Source: an optimization exercise on an open RTL-to-GDS flow (aim: small area, a short achievable clock period and few clock cycles per item). Production flows keep margins and buffers that such runs may drop. At most, simulation tests tie the RTL to the original design; equivalence was not proved. For runs 1 and 2, only the layout was checked, not whether the RTL still works.

===== design/flow/config.mk =====
export PLATFORM = sky130hd
export DESIGN_NAME = hme_refine
export DESIGN_NICKNAME = hme_refine
export VERILOG_FILES = /design/flow/design.v
export SDC_FILE = /design/flow/constraint.sdc
export NUM_CORES = 4
export LEC_CHECK = 0
export CAP_MARGIN = 20
export CORE_MARGIN = 2
export CORE_UTILIZATION = 25
export PLACE_DENSITY = 0.5
export SLEW_MARGIN = 20

===== design/flow/constraint.sdc =====
create_clock -name core_clock -period 24.0 [get_ports {clk}]
set_input_delay 4.8000 -clock core_clock [delete_from_list [all_inputs] [get_ports {clk}]]
set_output_delay 4.8000 -clock core_clock [all_outputs]
set_load 0.01 [all_outputs]

===== design/flow/design.v =====
module hme_refine (
    input  wire         clk,
    input  wire         rst,
    input  wire         start,
    input  wire         level,           
    input  wire [4:0]   grid_rows_m1,    
    input  wire [4:0]   grid_cols_m1,    
    output reg          busy,
    output reg          done,
    output reg          seed_req,
    output reg  [4:0]   seed_mb_row,
    output reg  [4:0]   seed_mb_col,
    input  wire [6:0]   seed_dy,
    input  wire [6:0]   seed_dx,
    output wire         ref_req,
    output reg  [10:0]  ref_y,
    output reg  [10:0]  ref_x,
    input  wire [127:0] ref_row,
    output wire         tgt_req,
    output wire [10:0]  tgt_y,
    output wire [10:0]  tgt_x,
    input  wire [127:0] tgt_row,
    output reg          res_valid,
    output wire [4:0]   res_mb_row,
    output wire [4:0]   res_mb_col,
    output wire [7:0]   res_dy,
    output wire [7:0]   res_dx,
    output wire [19:0]  res_cost
);
    localparam S_IDLE = 3'd0;
    localparam S_SW1  = 3'd1;    
    localparam S_SW2  = 3'd2;    
    localparam S_LOAD = 3'd3;    
    localparam S_RUN  = 3'd4;    
    localparam S_FIN  = 3'd5;    
    reg [2:0] state;
    reg       lvl1;
    reg [4:0] gr_m1, gc_m1;
    reg [4:0]  mb_r, mb_c;       
    reg [5:0]  row;              
    reg [1:0]  seg;              
    reg [3:0]  cand;             
    reg        cid;              
    reg        first;            
    reg [7:0]  uy, ux;           
    reg [6:0]  nsy, nsx;         
    reg        sp;               
    reg        pf;               
    reg        req;
    assign ref_req = req;
    assign tgt_req = req;
    assign tgt_y = lvl1 ? {1'b0, mb_r, row[4:0]} : {mb_r, row};
    assign tgt_x = lvl1 ? {1'b0, mb_c, seg[0], 4'd0} : {mb_c, seg, 4'd0};
    wire last_mb_c = (mb_c == gc_m1);
    wire last_mb_r = (mb_r == gr_m1);
    wire last_mb   = last_mb_c & last_mb_r;
    wire [4:0] nx_r = last_mb_c ? mb_r + 5'd1 : mb_r;
    wire [4:0] nx_c = last_mb_c ? 5'd0 : mb_c + 5'd1;
    wire [10:0] s_size = lvl1 ? 11'd32 : 11'd64;
    wire [7:0]  s_vec  = lvl1 ? 8'd32 : 8'd64;
    wire [10:0] ty  = lvl1 ? {1'b0, mb_r, 5'd0} : {mb_r, 6'd0};
    wire [10:0] tx  = lvl1 ? {1'b0, mb_c, 5'd0} : {mb_c, 6'd0};
    wire [10:0] nty = lvl1 ? {1'b0, nx_r, 5'd0} : {nx_r, 6'd0};
    wire [10:0] ntx = lvl1 ? {1'b0, nx_c, 5'd0} : {nx_c, 6'd0};
    wire seg_last = lvl1 ? seg[0] : (seg == 2'b11);
    wire row_last = lvl1 ? (row[4:0] == 5'd31) : (row == 6'd63);
    wire blk_last = seg_last & row_last;
    wire up_ok = (mb_r != 5'd0);
    wire dn_ok = !last_mb_r;
    wire lf_ok = (mb_c != 5'd0);
    wire rt_ok = !last_mb_c;
    wire uy_p = (uy == s_vec);           
    wire uy_0 = (uy == 8'd0);            
    wire uy_m = (uy == 8'd0 - s_vec);    
    wire ux_p = (ux == s_vec);
    wire ux_0 = (ux == 8'd0);
    wire ux_m = (ux == 8'd0 - s_vec);
    wire [9:1] nb_ok = {
        dn_ok & rt_ok & ~(uy_m & ux_m),
        dn_ok         & ~(uy_m & ux_0),
        dn_ok & lf_ok & ~(uy_m & ux_p),
                rt_ok & ~(uy_0 & ux_m),
                        ~(uy_0 & ux_0),
                lf_ok & ~(uy_0 & ux_p),
        up_ok & rt_ok & ~(uy_p & ux_m),
        up_ok         & ~(uy_p & ux_0),
        up_ok & lf_ok & ~(uy_p & ux_p)
    };
    reg [3:0] ncand;
    reg       nhas;
    integer   n;
    always @(*) begin
        ncand = 4'd0;
        nhas  = 1'b0;
        for (n = 9; n >= 1; n = n - 1) begin
            if (nb_ok[n] && n > cand) begin
                ncand = n[3:0];
                nhas  = 1'b1;
            end
        end
    end
    wire [1:0] na = (ncand <= 4'd3) ? 2'd0 : (ncand <= 4'd6) ? 2'd1 : 2'd2;
    wire [1:0] nb = (ncand == 4'd1 || ncand == 4'd4 || ncand == 4'd7) ? 2'd0 :
                    (ncand == 4'd2 || ncand == 4'd5 || ncand == 4'd8) ? 2'd1 : 2'd2;
    wire [10:0] n_oy = (na == 2'd0) ? ty - s_size : (na == 2'd1) ? ty : ty + s_size;
    wire [10:0] n_ox = (nb == 2'd0) ? tx - s_size : (nb == 2'd1) ? tx : tx + s_size;
    wire [7:0] nuy = {nsy, 1'b0};
    wire [7:0] nux = {nsx, 1'b0};
    reg  abort_r, abort_cid;
    wire ab = abort_r & (abort_cid == cid);
    wire cand_end = blk_last | ab;
    wire [6:0] rx_back = ref_x[10:4] - (lvl1 ? 7'd1 : 7'd3);
    reg        d1_v, d1_first, d1_last, d1_fin, d1_cid;
    reg [3:0]  d1_cand;
    reg        d2_v, d2_first, d2_last, d2_fin, d2_cid;
    reg [3:0]  d2_cand;
    reg [8:0]  ad [0:15];        
    reg        d3_v, d3_first, d3_last, d3_fin, d3_cid;
    reg [3:0]  d3_cand;
    reg [11:0] ssum;
    reg  [19:0] acc;
    reg         dead;
    reg  [19:0] thr;             
    reg  [7:0]  b_dy, b_dx;      
    reg  [4:0]  b_r, b_c;        
    reg         have;            
    assign res_mb_row = b_r;
    assign res_mb_col = b_c;
    assign res_dy     = b_dy;
    assign res_dx     = b_dx;
    assign res_cost   = thr;
    integer k;
    reg [11:0] tsum;
    always @(*) begin
        tsum = 12'd0;
        for (k = 0; k < 16; k = k + 1)
            tsum = tsum + {4'd0, ad[k][7:0] ^ {8{~ad[k][8]}}} + {11'd0, ad[k][8]};
    end
    wire        live    = d3_v & (d3_first | ~dead);
    wire [19:0] acc_new = (d3_first ? 20'd0 : acc) + {8'd0, ssum};
    wire        is_seed = (d3_cand == 4'd0);
    wire        kill    = live & ~is_seed & (acc_new >= thr);
    wire        fin_ok  = live & ~kill & d3_last;
    wire [1:0]  fa = (d3_cand <= 4'd3) ? 2'd0 : (d3_cand <= 4'd6) ? 2'd1 : 2'd2;
    wire [1:0]  fb = (d3_cand == 4'd1 || d3_cand == 4'd4 || d3_cand == 4'd7) ? 2'd0 :
                     (d3_cand == 4'd2 || d3_cand == 4'd5 || d3_cand == 4'd8) ? 2'd1 : 2'd2;
    wire [7:0]  f_vy = (fa == 2'd0) ? s_vec : (fa == 2'd1) ? 8'd0 : 8'd0 - s_vec;
    wire [7:0]  f_vx = (fb == 2'd0) ? s_vec : (fb == 2'd1) ? 8'd0 : 8'd0 - s_vec;
    always @(posedge clk) begin
        for (k = 0; k < 16; k = k + 1)
            ad[k] <= {1'b0, ref_row[8*k +: 8]} + {1'b0, ~tgt_row[8*k +: 8]};
        ssum <= tsum;
        acc  <= acc_new;
        {d2_first, d2_last, d2_cid, d2_cand} <= {d1_first, d1_last, d1_cid, d1_cand};
        {d3_first, d3_last, d3_cid, d3_cand} <= {d2_first, d2_last, d2_cid, d2_cand};
        d1_first  <= first;
        d1_last   <= blk_last;
        d1_cid    <= cid;
        d1_cand   <= cand;
        abort_cid <= d3_cid;
        if (sp) begin
            nsy <= seed_dy;
            nsx <= seed_dx;
        end
        if (fin_ok) begin
            thr <= acc_new;
            if (is_seed) begin
                b_dy <= uy;
                b_dx <= ux;
                b_r  <= mb_r;
                b_c  <= mb_c;
            end else begin
                b_dy <= f_vy;
                b_dx <= f_vx;
            end
        end
        if (kill)
            dead <= 1'b1;
        else if (d3_v & d3_first)
            dead <= 1'b0;
        if (state == S_IDLE && start && !busy) begin
            lvl1  <= level;
            gr_m1 <= grid_rows_m1;
            gc_m1 <= grid_cols_m1;
            mb_r  <= 5'd0;
            mb_c  <= 5'd0;
            seed_mb_row <= 5'd0;
            seed_mb_col <= 5'd0;
        end
        if (state == S_LOAD || (state == S_RUN && cand_end && !nhas && !last_mb)) begin
            if (state == S_RUN) begin
                mb_r <= nx_r;
                mb_c <= nx_c;
            end
            uy    <= nuy;
            ux    <= nux;
            ref_y <= (state == S_RUN ? nty : ty) - {{3{nuy[7]}}, nuy};
            ref_x <= (state == S_RUN ? ntx : tx) - {{3{nux[7]}}, nux};
            row   <= 6'd0;
            seg   <= 2'd0;
            cand  <= 4'd0;
            cid   <= ~cid;
            first <= 1'b1;
        end else if (state == S_RUN) begin
            first <= 1'b0;
            if (pf && !last_mb) begin
                seed_mb_row <= nx_r;
                seed_mb_col <= nx_c;
            end
            if (!cand_end) begin
                if (seg_last) begin
                    ref_x <= {rx_back, ref_x[3:0]};
                    ref_y <= ref_y + 11'd1;
                    row   <= row + 6'd1;
                    seg   <= 2'd0;
                end else begin
                    ref_x <= ref_x + 11'd16;
                    seg   <= seg + 2'd1;
                end
            end else if (nhas) begin
                ref_y <= n_oy;
                ref_x <= n_ox;
                row   <= 6'd0;
                seg   <= 2'd0;
                cand  <= ncand;
                cid   <= ~cid;
                first <= 1'b1;
            end
        end
    end
    always @(posedge clk) begin
        if (rst) begin
            state     <= S_IDLE;
            busy      <= 1'b0;
            done      <= 1'b0;
            req       <= 1'b0;
            seed_req  <= 1'b0;
            sp        <= 1'b0;
            pf        <= 1'b0;
            d1_v <= 1'b0; d2_v <= 1'b0; d3_v <= 1'b0;
            d1_fin <= 1'b0; d2_fin <= 1'b0; d3_fin <= 1'b0;
            abort_r   <= 1'b0;
            res_valid <= 1'b0;
            have      <= 1'b0;
        end else begin
            sp       <= seed_req;
            seed_req <= 1'b0;
            pf       <= 1'b0;
            d1_v   <= req;
            d1_fin <= (state == S_FIN);
            {d2_v, d2_fin} <= {d1_v, d1_fin};
            {d3_v, d3_fin} <= {d2_v, d2_fin};
            case (state)
                S_IDLE: begin
                    if (start && !busy) begin
                        busy     <= 1'b1;
                        seed_req <= 1'b1;
                        state    <= S_SW1;
                    end
                end
                S_SW1: state <= S_SW2;
                S_SW2: state <= S_LOAD;
                S_LOAD: begin
                    req   <= 1'b1;
                    pf    <= 1'b1;
                    state <= S_RUN;
                end
                S_RUN: begin
                    if (pf && !last_mb)
                        seed_req <= 1'b1;
                    if (cand_end && !nhas) begin
                        if (!last_mb) begin
                            pf <= 1'b1;
                        end else begin
                            req   <= 1'b0;
                            state <= S_FIN;
                        end
                    end
                end
                S_FIN: state <= S_IDLE;
                default: state <= S_IDLE;
            endcase
            abort_r   <= kill;
            res_valid <= 1'b0;
            done      <= 1'b0;
            if (fin_ok & is_seed)
                have <= 1'b1;
            if (d3_v & d3_first & is_seed & have)
                res_valid <= 1'b1;
            if (d3_fin) begin
                res_valid <= have;
                have      <= 1'b0;
                done      <= 1'b1;
                busy      <= 1'b0;
            end
        end
    end
endmodule

===== design/flow/run.sh =====
#!/bin/bash
# synth_recipe.tcl (not shown) runs the flow's synth.tcl, then flattens the netlist and writes it again
# the make line also repeats each setting of config.mk as NAME=value (left out here)
make -C /OpenROAD-flow-scripts/flow DESIGN_CONFIG=/design/flow/config.mk WORK_HOME=/design/flow/orfs CLKGATE_MAP_FILE= SYNTH_SCRIPT=/design/flow/synth_recipe.tcl finish

==> notes.md, run 1 <==
dpl hpwl between 50000 and 60000 um; Post-Route M1 WL between 20000 and 30000 um; Area Growth Syn to Fin 28.4%; initial DRC count 828; largest net degree at the start of global routing 44; Initial Util about a quarter; CP Class flop to output pin; number of setup buffers added after CTS 0; Hold Startpoint d3_cid; Max Buffers Root-to-Sink 3; Max-Cap Viols 0; Min Clock Period, post-route 7.78 ns; Synth cell types between 70 and 80; fin nets approximately 3300; area leader, netlist dfxtp_1; required time of the critical path around 19 ns; status finished clean; GP Congestion roughly 0.86; # IOs ~400; vias per cell ~4.2; drt total wl ~64000 um; max_slew headroom a little over two fifths; detailed-route via count ~16000; Post-Syn Area between 20000 and 25000 sq um; CTS Root Cell clkbuf_16; die area ~94000 sq um; Ys Warns 2; Reg-to-Reg Start ad[10][8]; Port Buffers around 380; Sink Count 355; Final Cell Area 29300 sq um; Hold Fails Final Rpt 0; max-slew violations 0; Final WS setup 16.22 ns; mean post-synth cell area approximately 10 sq um; Syn Inst Count ~2300; startpoint types flop; met3 WL post-DR around 3600 um; share of post-route cells with drive strength above 1 3.53%; WHS 0.297 ns; Clock Pin Slew Worst Setup and Hold Paths about 0.06 ns; Hold-fix buffers, CTS 0; later-pin clock latency in the skew report between 0.5 and 0.6 ns; WP data arrival 2.98 ns; gr usage total between 10% and 20%; initial antenna violation count 4; die extent in x 306 um; number of synthesized register bits 355; H-tree lvl count 2; CTS tree done; Max Fclk between 0.1 and 0.15 GHz; Worst Hold Class flop to flop; Post-DRT Antenna Nets 0; crit share post-route 32.4%; core area between 90000 and 100000 sq um; post_cts resized 0; top_reg_cell synth dfxtp_1; final setup fails 0; Num CTS Buffers between 40 and 50; Setup WS pre-CTS 16.84 ns; first-pass GRT wire length just under 100000 um; Pre-Repair DR Iteration Count 5; top area cells in the synthesized netlist dfxtp_1 (22%), edfxtp_1 (14%), fa_1 (12%), ha_1 (12%), xnor2_1 (8.4%); asr flop ratio synth 0%; grt total ovfl 0; vias in the first global route 16600; top sig layer met5; worst-margin pin slew 0.859 ns; DRC errors left 0; Post-synth EDFFs between 100 and 150; RSZ-0062 raised after global routing false; DP Area roughly 28000 sq um; CP endpoint kind output pin; crit path launch lvl1; area share of the largest cell type after synthesis a little over a fifth; height of the die approximately 310 um; met2 wire length 29200 um; TNS Setup 0 ns; final setup skew roughly 0.032 ns; site row count between 100 and 150; Worst Path Max Fanout between 40 and 50; post-synthesis sequential area ratio between 30% and 40%; routed len/inst around 16 um
cell usage after synthesis, drive strengths merged, types with 5 or more instances:
library cell / number
a31oi: 11
nand2: 83
nor4: 5
edfxtp: 105
o21a: 5
xor2: 96
buf: 29
inv: 385
fa: 140
o21ai: 78
nor2: 99
nor2b: 45
dfxtp: 250
o31ai: 6
nand4: 9
or3: 7
a21boi: 10
mux2i: 11
a211oi: 13
a21oi: 140
xnor2: 218
o21bai: 55
clkbuf: 44
and3: 8
ha: 210
a21o: 47
nand3: 37
o211ai: 6
and2: 18
nor3: 23
nand2b: 32
worst max-delay path: stages, from the launching register on:
cell	delay (ns)
edfxtp_1	0.32
buf_4	0.40
inv_1	0.50
o21ai_0	0.52
clkdlybuf4s50_1	0.63
worst paths after layout:
check | depth (start not counted) | to | slack (ns)
hold reg to reg | 0 | abort_cid | 0.30
setup / recovery | 4 | tgt_y[7] | 16.22
setup reg to reg | 23 | ssum[11] | 17.60
hold / removal | 0 | abort_cid | 0.30
area by class of cell:
type	instances	area, sq um
Timing Repair Buffer	388	3870
Multi-Input combinational cell	1481	12900
Inverter	386	1450
Tap cell	1176	1470
Clock inverter	20	224
Antenna cell	2	5.00
Fill cell	9334	61000
Clock buffer	59	1230
Sequential cell	355	8160
per-layer routing:
layer | vias to the layer above | global-route usage, %
li1 | 8206 | -
met4 | 6 | 3.37
met1 | 7346 | 18.2
met3 | 81 | 2.68
met5 | - | 0
met2 | 435 | 22.3
cells in the final DEF (no fill, tap or decap), drive strengths merged, types with 5 or more instances in the layout:
cell	instances
inv	389
clkdlybuf4s50	382
dfxtp	250
xnor2	218
ha	210
a21oi	140
fa	140
edfxtp	105
nor2	99
xor2	96
nand2	83
o21ai	78
clkbuf	59
o21bai	55
a21o	47
nor2b	45
nand3	37
nand2b	32
nor3	23
and2	18
a211oi	13
clkinv	12
mux2i	11
a31oi	11
a21boi	10
nand4	9
and3	8
or3	7
conb	7
o211ai	6
o31ai	6
buf	6
o21a	5
nor4	5
cells by family (layout without fill, tap and decap cells):
logic type / count (synthesis) / after routing / synth area share, %
other: 1 / 9 / 0.0164
buffers and inverters: 459 / 853 / 7.86
adders and majority gates: 350 / 350 / 23.8
xor gates and xnor gates: 314 / 314 / 12.0
muxes: 15 / 15 / 0.696
AOI/OAI and AO/OA: 409 / 409 / 11.3
DFF: 355 / 355 / 35.7
and+or+nand+nor: 386 / 386 / 8.57
through the flow:
step | utilization (%) | instances
global route | 32.5 | 3865
global placement | 30.9 | 3786
CTS | 32.5 | 3865
finish | 32.5 | 3867
floorplan | - | 2295
detailed placement | 30.9 | 3786
sequential cells by signal, indices dropped and copies added (netlist names), 5 cells and up:
name,count
nsy,7
ref_y,11
acc,20
b_dx,7
seed_mb_col,5
thr,20
mb_r,5
seed_mb_row,5
ux,7
ssum,12
nsx,7
gr_m1,5
mb_c,5
b_r,5
b_dy,7
uy,7
gc_m1,5
ref_x,10
row,6
b_c,5
ad,144
==> run 2, diff against run 1 <==
==> design/flow/flow/run.sh (new file) <==
#!/bin/bash
# The standard layout, with plain buf_1 cells as the port buffers.
set -euo pipefail
bash standard.sh "BUFFER_PORTS_ARGS=-buffer_cell sky130_fd_sc_hd__buf_1" finish > make_finish.log 2>&1
==> design/flow/standard.sh (new file) <==
#!/bin/bash
# synth_recipe.tcl (not shown) runs the flow's synth.tcl, then flattens the netlist and writes it again
# the make line also repeats each setting of config.mk as NAME=value (left out here)
make -C /OpenROAD-flow-scripts/flow DESIGN_CONFIG=/design/flow/config.mk WORK_HOME=/design/flow/orfs CLKGATE_MAP_FILE= SYNTH_SCRIPT=/design/flow/synth_recipe.tcl "${@:-finish}"
removed: design/flow/run.sh
==> notes.md, run 2 <==
status finished clean (unchanged); die extent in x 306 um (unchanged); routed len/inst 15.9 um (was 16.4 um); worst-margin pin slew 0.837 ns (was 0.859 ns); gr usage total 13.2% (was 13.5%); H-tree lvl count 2 (unchanged); Worst Hold Class flop to flop (unchanged); Initial Util 25.3% (unchanged); Max-Cap Viols 0 (unchanged); Port Buffers 382 (unchanged); final setup fails 0 (unchanged); CTS tree done (unchanged); Post-Syn Area 22800 sq um (unchanged); most frequent cells in the layout inv_1 (384), buf_1 (382), dfxtp_1 (250), xnor2_1 (218), ha_1 (210) (was inv_1 (384), clkdlybuf4s50_1 (382), dfxtp_1 (250), xnor2_1 (218), ha_1 (210)); die area 93800 sq um (unchanged); Largest delay share family, worst path buffers and inverters (unchanged); core area 90300 sq um (unchanged); Area Growth Syn to Fin 17.9% (was 28.4%); Hold Fails Final Rpt 0 (unchanged); Max Fclk 0.134 GHz (was 0.129 GHz); Post-Route Utilization 29.8% (was 32.5%); WP data arrival 2.65 ns (was 2.98 ns); Sink Count 355 (unchanged); CP Class flop to output pin (unchanged); post_cts resized 0 (unchanged); most frequent CP cell inv_1; RSZ-0062 raised after global routing false (unchanged); fin nets 3291 (was 3289); final setup skew 0.0531 ns (was 0.0317 ns); area leader, netlist dfxtp_1 (unchanged); Clock Pin Slew Worst Setup and Hold Paths 0.06 ns (about the same); grt total ovfl 0 (unchanged); vias in the first global route 16400 (was 16600); # IOs 390 (unchanged); largest registers ad: 144 flops, acc: 20 flops, thr: 20 flops (unchanged); initial DRC count 804 (was 828); Num CTS Buffers 43 (unchanged); Post-DRT Antenna Nets 0 (unchanged); max reg flops 144 (unchanged); crit path launch lvl1 (unchanged); CP peak stage delay 0.53 ns (was 0.63 ns); initial antenna violation count 1 (was 4); drt total wl 61600 um (was 63600 um); Syn Inst Count 2289 (unchanged); first-pass GRT wire length 94900 um (was 97300 um); share of post-route cells with drive strength above 1 3.72% (was 3.53%); startpoint types flop (unchanged); Max Buffers Root-to-Sink 3 (unchanged); Pre-Repair DR Iteration Count 5 (unchanged); Worst Path Max Fanout 43 (unchanged); Hold-fix buffers, CTS 0 (unchanged); Final WS setup 16.55 ns (was 16.22 ns); critical-path cell list buf_4 -> inv_1 -> a21boi_0 -> inv_1 -> buf_1 (was buf_4 -> inv_1 -> o21ai_0 -> clkdlybuf4s50_1); Min Clock Period, post-route 7.45 ns (was 7.78 ns); count leader, synth inv_1 (unchanged); reg2reg setup slack 17.65 ns (was 17.60 ns); later-pin clock latency in the skew report 0.60 ns (was 0.58 ns); height of the die 306 um (unchanged); Synth cell types 77 (unchanged); number of antenna repair diodes 0 (was 2); number of synthesized register bits 355 (unchanged); detailed-route via count 16200 (was 16100); CP endpoint kind output pin (unchanged); crit share post-route 31.0% (was 32.4%); Setup WS pre-CTS 17.19 ns (was 16.84 ns); Hold Startpoint d2_cand[3] (was d3_cid); required time of the critical path 19.20 ns (about the same); CTS Root Cell clkbuf_16 (unchanged); Most flops, register ad (unchanged); vias per cell 4.19 (was 4.16); CP Buf/Inv Count 4 (was 3); Crit-path slowest cell inv_1 (was clkdlybuf4s50_1); number of setup buffers added after CTS 0 (unchanged); max-slew violations 0 (unchanged); GP Congestion 0.850 (was 0.864); Ys Warns 2 (unchanged); dpl hpwl 51200 um (was 53000 um); mean post-synth cell area 9.98 sq um (unchanged); top area cells in the synthesized netlist dfxtp_1 (22%), edfxtp_1 (14%), fa_1 (12%), ha_1 (12%), xnor2_1 (8.4%) (unchanged); DRC errors left 0 (unchanged); commonest non-fill, non-tap cell in the layout inv_1 (unchanged); post-synthesis sequential area ratio 35.7% (unchanged); TNS Setup 0 ns (unchanged); Post-synth EDFFs 105 (unchanged); largest net degree at the start of global routing 44 (unchanged); asr flop ratio synth 0% (unchanged); synth cell count leaders inv_1 (384), dfxtp_1 (250), xnor2_1 (218) (unchanged); max_slew headroom 43.9% (was 42.4%); site row count 110 (unchanged); Reg-to-Reg Start ad[6][8] (was ad[10][8]); top_reg_cell synth dfxtp_1 (unchanged); area share of the largest cell type after synthesis 21.9% (unchanged)
## run 2: cell types whose count changed in the layout (fill, tap and decap cells not counted), moves of 4 or more
| cell | previous run | this run |
|---|---|---|
| clkinv_2 | 6 | 10 |
| buf_1 | 0 | 382 |
| clkdlybuf4s50_1 | 382 | 0 |
| clkbuf_8 | 7 | 3 |
## run 2: logic make-up (layout without fill, tap and decap cells)
group                    count (synthesis)  after routing  share of synthesized area, %
other                                    1              7                        0.0164
multiplexers                            15             15                         0.696
flip-flops                             355            355                          35.7
adder cells (fa/ha/maj)                350            350                          23.8
AO/OA/AOI/OAI                          409            409                          11.3
AND/OR/NAND/NOR                        386            386                          8.57
XOR/XNOR                               314            314                          12.0
buffers and inverters                  459            855                          7.86
## run 2: stage by stage
stage	cells	cell area, sq um	hold slack (ns)
6_report	3867	26900	0.319
3_5_place_dp	3788	25500	0.312
3_3_place_gp	3788	25500	0.310
5_1_grt	3867	26900	0.328
2_1_floorplan	2295	22900	0.310
4_1_cts	3867	26900	0.323
## run 2: metal layers
layer	track usage [%]	vias up	part of all wire, %
li1	-	8200	-
met1	18.0	7513	47
met2	21.6	412	46
met3	2.14	69	4.9
met4	3.16	0	1.9
met5	0	-	0
## run 2: path summary, 6_finish.rpt
check,end,depth (start not counted)
worst min-delay path,d3_cand[3],0
worst max register to register,ssum[11],22
worst max-delay path,tgt_x[8],5
worst min register to register,d3_cand[3],0
## run 2: layout make-up
cell class | instances | area [sq um]
Fill cell | 9557 | 63400
Timing Repair Buffer | 390 | 1490
Clock buffer | 55 | 1190
Tap cell | 1176 | 1470
Clock inverter | 24 | 228
Inverter | 386 | 1450
Multi-Input combinational cell | 1481 | 12900
Sequential cell | 355 | 8160
## run 2: worst reg2reg max path, stage by stage, from the launching register on
cell      delay, ns
dfxtp_1        0.67
xor2_1         0.18
fa_1           0.56
inv_1          0.05
fa_1           0.56
fa_1           0.45
fa_1           0.51
fa_1           0.54
inv_1          0.05
fa_1           0.58
inv_1          0.06
ha_1           0.28
a21o_1         0.17
a21oi_1        0.21
o21ai_0        0.11
a21oi_1        0.23
nor2b_1        0.07
o21a_1         0.18
o21ai_0        0.14
nand2b_1       0.07
a21oi_1        0.21
o21ai_0        0.14
xor2_1         0.17
==> run 3, diff against run 2 <==
--- a/design/flow/design.v
+++ b/design/flow/design.v
@@ -17,7 +17,7 @@
     output reg  [10:0]  ref_x,
     input  wire [127:0] ref_row,
     output wire         tgt_req,
-    output wire [10:0]  tgt_y,
+    output reg  [10:0]  tgt_y,
     output wire [10:0]  tgt_x,
     input  wire [127:0] tgt_row,
     output reg          res_valid,
@@ -37,8 +37,7 @@
     reg       lvl1;
     reg [4:0] gr_m1, gc_m1;
     reg [4:0]  mb_r, mb_c;       
-    reg [5:0]  row;              
-    reg [1:0]  seg;              
+    reg [6:0]  tgt_xh;           
     reg [3:0]  cand;             
     reg        cid;              
     reg        first;            
@@ -49,8 +48,7 @@
     reg        req;
     assign ref_req = req;
     assign tgt_req = req;
-    assign tgt_y = lvl1 ? {1'b0, mb_r, row[4:0]} : {mb_r, row};
-    assign tgt_x = lvl1 ? {1'b0, mb_c, seg[0], 4'd0} : {mb_c, seg, 4'd0};
+    assign tgt_x = {tgt_xh, 4'd0};
     wire last_mb_c = (mb_c == gc_m1);
     wire last_mb_r = (mb_r == gr_m1);
     wire last_mb   = last_mb_c & last_mb_r;
@@ -62,8 +60,8 @@
     wire [10:0] tx  = lvl1 ? {1'b0, mb_c, 5'd0} : {mb_c, 6'd0};
     wire [10:0] nty = lvl1 ? {1'b0, nx_r, 5'd0} : {nx_r, 6'd0};
     wire [10:0] ntx = lvl1 ? {1'b0, nx_c, 5'd0} : {nx_c, 6'd0};
-    wire seg_last = lvl1 ? seg[0] : (seg == 2'b11);
-    wire row_last = lvl1 ? (row[4:0] == 5'd31) : (row == 6'd63);
+    wire seg_last = lvl1 ? tgt_xh[0] : (tgt_xh[1:0] == 2'b11);
+    wire row_last = lvl1 ? (tgt_y[4:0] == 5'd31) : (tgt_y[5:0] == 6'd63);
     wire blk_last = seg_last & row_last;
     wire up_ok = (mb_r != 5'd0);
     wire dn_ok = !last_mb_r;
@@ -196,8 +194,8 @@
             ux    <= nux;
             ref_y <= (state == S_RUN ? nty : ty) - {{3{nuy[7]}}, nuy};
             ref_x <= (state == S_RUN ? ntx : tx) - {{3{nux[7]}}, nux};
-            row   <= 6'd0;
-            seg   <= 2'd0;
+            tgt_y <= state == S_RUN ? nty : ty;
+            tgt_xh <= state == S_RUN ? ntx[10:4] : tx[10:4];
             cand  <= 4'd0;
             cid   <= ~cid;
             first <= 1'b1;
@@ -211,17 +209,17 @@
                 if (seg_last) begin
                     ref_x <= {rx_back, ref_x[3:0]};
                     ref_y <= ref_y + 11'd1;
-                    row   <= row + 6'd1;
-                    seg   <= 2'd0;
+                    tgt_y <= tgt_y + 11'd1;
+                    tgt_xh <= tx[10:4];
                 end else begin
                     ref_x <= ref_x + 11'd16;
-                    seg   <= seg + 2'd1;
+                    tgt_xh <= tgt_xh + 7'd1;
                 end
             end else if (nhas) begin
                 ref_y <= n_oy;
                 ref_x <= n_ox;
-                row   <= 6'd0;
-                seg   <= 2'd0;
+                tgt_y <= ty;
+                tgt_xh <= tx[10:4];
                 cand  <= ncand;
                 cid   <= ~cid;
                 first <= 1'b1;
==> notes.md, run 3 <==
grt total ovfl 0 (unchanged); TNS Setup 0 ns (unchanged); met2 wire length 27600 um (was 28200 um); Worst Hold Depth 0 (unchanged); Crit-path slowest cell dfxtp_1 (was inv_1); commonest non-fill, non-tap cell in the layout buf_1 (was inv_1); CP peak stage delay 0.66 ns (was 0.53 ns); area leader, netlist dfxtp_1 (unchanged); later-pin clock latency in the skew report 0.61 ns (was 0.60 ns); mean post-synth cell area 10.1 sq um (was 9.98 sq um); max_slew headroom 31.7% (was 43.9%); top area cells in the synthesized netlist dfxtp_1 (21%), edfxtp_1 (16%), fa_1 (12%), ha_1 (11%), xnor2_1 (8.3%) (was dfxtp_1 (22%), edfxtp_1 (14%), fa_1 (12%), ha_1 (12%), xnor2_1 (8.4%)); vias per cell 4.13 (was 4.19); count leader, synth inv_1 (unchanged); r2r endpoint ssum[11] (unchanged); Worst Path Max Fanout 9 (was 43); final setup fails 0 (unchanged); drt total wl 62600 um (was 61600 um); Post-Route M1 WL 30500 um (was 29200 um); startpoint types flop (unchanged); Post-synth EDFFs 123 (was 105); Multi-input gate area 13300 sq um (was 12900 sq um); Num CTS Buffers 45 (was 43); Min-Delay Endpoint d2_cid (was d3_cand[3]); required time of the critical path 24.49 ns (was 19.20 ns); GP Congestion 0.827 (was 0.850); status finished clean (unchanged); die extent in x 311 um (was 306 um); largest net degree at the start of global routing 64 (was 44); Clock Pin Slew Worst Setup and Hold Paths 0.06 ns (about the same); Worst Hold Class flop to flop (unchanged); Min Clock Period, post-route 6.37 ns (was 7.45 ns); Post-DRT Antenna Nets 0 (unchanged); post-placement cell count 3929 (was 3788); CP Class flop to flop (was flop to output pin); synth cell count leaders inv_1 (374), dfxtp_1 (242), xnor2_1 (223) (was inv_1 (384), dfxtp_1 (250), xnor2_1 (218)); max reg flops 144 (unchanged); DRC errors left 0 (unchanged); detailed-route via count 16600 (was 16200); critical-path cell list xnor2_1 -> fa_1 -> inv_1 -> fa_1 -> fa_1 -> inv_1 -> fa_1 -> fa_1 -> inv_1 -> fa_1 -> inv_1 -> ha_1 -> a21o_1 -> a21oi_1 -> o21ai_0 -> a21oi_1 -> o21ai_0 -> a21oi_1 -> o21ai_0 -> o41ai_1 -> xnor2_1 (was buf_4 -> inv_1 -> a21boi_0 -> inv_1 -> buf_1); Port Buffers 382 (unchanged); site row count 112 (was 110); CP endpoint kind flop (was output pin); Hold Fails Final Rpt 0 (unchanged); Max-Cap Viols 0 (unchanged); number of synthesized register bits 365 (was 355); height of the die 311 um (was 306 um); area share of the largest cell type after synthesis 20.6% (was 21.9%); Syn Inst Count 2343 (was 2289); initial antenna violation count 4 (was 1); top_reg_cell synth dfxtp_1 (unchanged); Hold Startpoint d1_cid (was d2_cand[3]); Area Growth Syn to Fin 18.8% (was 17.9%); final setup skew 0.0696 ns (was 0.0531 ns); Reg area 8540 sq um (was 8160 sq um); H-tree lvl count 2 (unchanged); most frequent CP cell fa_1 (was inv_1); Pre-Repair DR Iteration Count 5 (unchanged); number of setup buffers added after CTS 0 (unchanged); top sig layer met5 (was met4); die area 96700 sq um (was 93800 sq um); max-slew violations 0 (unchanged); most frequent cells in the layout buf_1 (382), inv_1 (374), dfxtp_1 (242), xnor2_1 (223), ha_1 (210) (was inv_1 (384), buf_1 (382), dfxtp_1 (250), xnor2_1 (218), ha_1 (210)); worst-margin pin slew 1.02 ns (was 0.837 ns); Sink Count 365 (was 355); dpl hpwl 50900 um (was 51200 um); Hold-fix buffers, CTS 0 (unchanged); core area 93300 sq um (was 90300 sq um); RSZ-0062 raised after global routing false (unchanged); crit share post-route 26.5% (was 31.0%); post-synthesis sequential area ratio 36.2% (was 35.7%); routed len/inst 15.6 um (was 15.9 um); Most flops, register ad (unchanged); Ys Warns 2 (unchanged); # IOs 390 (unchanged); CTS tree done (unchanged); initial DRC count 785 (was 804); WP data arrival 6.86 ns (was 2.65 ns); r2r worst-path depth 21 (was 22); fin nets 3357 (was 3291); asr flop ratio synth 0% (unchanged); met3 WL post-DR 2880 um (was 3040 um); Max Buffers Root-to-Sink 3 (unchanged); Final Non-Filler Cells 4015 (was 3867); Reg-to-Reg Start ad[10][8] (was ad[6][8]); Initial Util 25.2% (was 25.3%); post_cts resized 0 (unchanged); share of post-route cells with drive strength above 1 4.57% (was 3.72%); Synth cell types 76 (was 77); Post-Syn Area 23600 sq um (was 22800 sq um); reg2reg setup slack 17.63 ns (was 17.65 ns); CTS Root Cell clkbuf_16 (unchanged); Max Fclk 0.157 GHz (was 0.134 GHz); gr usage total 12.9% (was 13.2%); vias in the first global route 17000 (was 16400); first-pass GRT wire length 97400 um (was 94900 um); largest registers ad: 144 flops, acc: 20 flops, thr: 20 flops (unchanged); Fillers 9926 (was 9557)
==> run 3: cell count changes in the layout (fill, tap and decap cells not counted), sizes merged, moves of 8 or more <==
cell    previous run  this run
edfxtp           105       123
a21oi            140       153
inv              391       380
mux2i             11        22
nor2              99       109
a211oi            13         5
dfxtp            250       242
==> run 3: metal layers <==
metal  vias to the layer above  track usage (%)
met5                         -                0
met4                         2             3.77
met2                       398             20.4
met1                      7635             18.0
li1                       8460                -
met3                        82             2.12
==> run 3: cell type report <==
cell class	instances	share of cell area, %
well taps	1254	5.61
flip-flops and latches	365	30.5
repair buffers	396	5.57
clock inverters	28	1.23
inverters	377	5.06
multi-input cells	1538	47.6
clock buffers	55	4.41
diodes	2	0.0179
==> run 3: worst max-delay path, delay by kind of cell (launching register included) <==
kind	cells	cell delay (ns)
compound gates	8	1.59
xor+xnor	2	0.41
fa+ha+maj	7	3.43
buf+inv	4	0.22
flops	1	0.66
==> run 3: cells by family (layout without fill, tap and decap cells) <==
logic type               count (synthesis)  count (layout)  synth area share [%]
other                                    1               9                0.0159
AND/OR/NAND/NOR                        413             413                  8.88
XOR/XNOR                               324             324                  12.0
AO/OA/AOI/OAI                          415             415                  11.1
flip-flops                             365             365                  36.2
adder cells (fa/ha/maj)                350             350                  23.1
buffers and inverters                  446             856                  7.43
multiplexers                            29              29                  1.27
==> run 3: worst max-delay path by stage <==
stage	end	start	slack (ns)
3_5_place_dp	seed_mb_col[1]	start	17.05
4_1_cts	ssum[11]	ad[0][8]	17.56
5_1_grt	thr[0]	d3_first	17.12
2_1_floorplan	ad[0][8]	tgt_row[0]	17.59
6_report	ssum[11]	ad[10][8]	17.63
3_3_place_gp	seed_mb_col[1]	start	17.17
==> run 3: per-stage QoR <==
stage	setup slack, ns	utilization (%)	instance area [sq um]	hold WS, ns
after global routing	17.12	30.0	28000	0.330
after floorplan	17.59	-	23600	0.310
after global placement	17.17	28.2	26400	0.310
after detailed placement	17.05	28.2	26400	0.312
after CTS	17.56	29.9	27900	0.327
final	17.63	30.0	28000	0.325
Testbench counts of run 3, summed over its fixed seeds: cycles 162,504, mbs 337.

-- re-timing with driven ports --
The flow's constraints put no driver on any port. The routed layouts listed below were extracted and timed again, unchanged, in two steps.
Step 1: set_driving_cell puts a clkbuf_16 on clk and a buf_2 on each other input, an assumption about the parent block.
Step 2, shift: input delay + t, output delay - t, t = (earliest + latest rising clock arrival at the registers) / 2. This alone moves slack from input paths to output paths.
a / b / c = no drivers / after step 1 / after step 2; a / b = the first two.
run | t, ns | setup slack, ns | worst register clock-pin slew, ns | worst data-port slew with drivers (ns) | pins driven straight from the clock port
run 1 | 0.620 | 16.224 / 16.165 / 16.785 | 0.06 / 0.06 | 0.14 | 1
run 2 | 0.629 | 16.550 / 16.491 / 17.120 | 0.06 / 0.06 | 0.08 | 1
run 3 | 0.640 | 17.635 / 17.635 / 17.214 | 0.07 / 0.07 | 0.10 | 1
After both steps setup and hold are still met in every run listed. The setup slack of run 3, which loses most, moves by 0.000 ns with the drivers and by -0.421 ns with both steps.
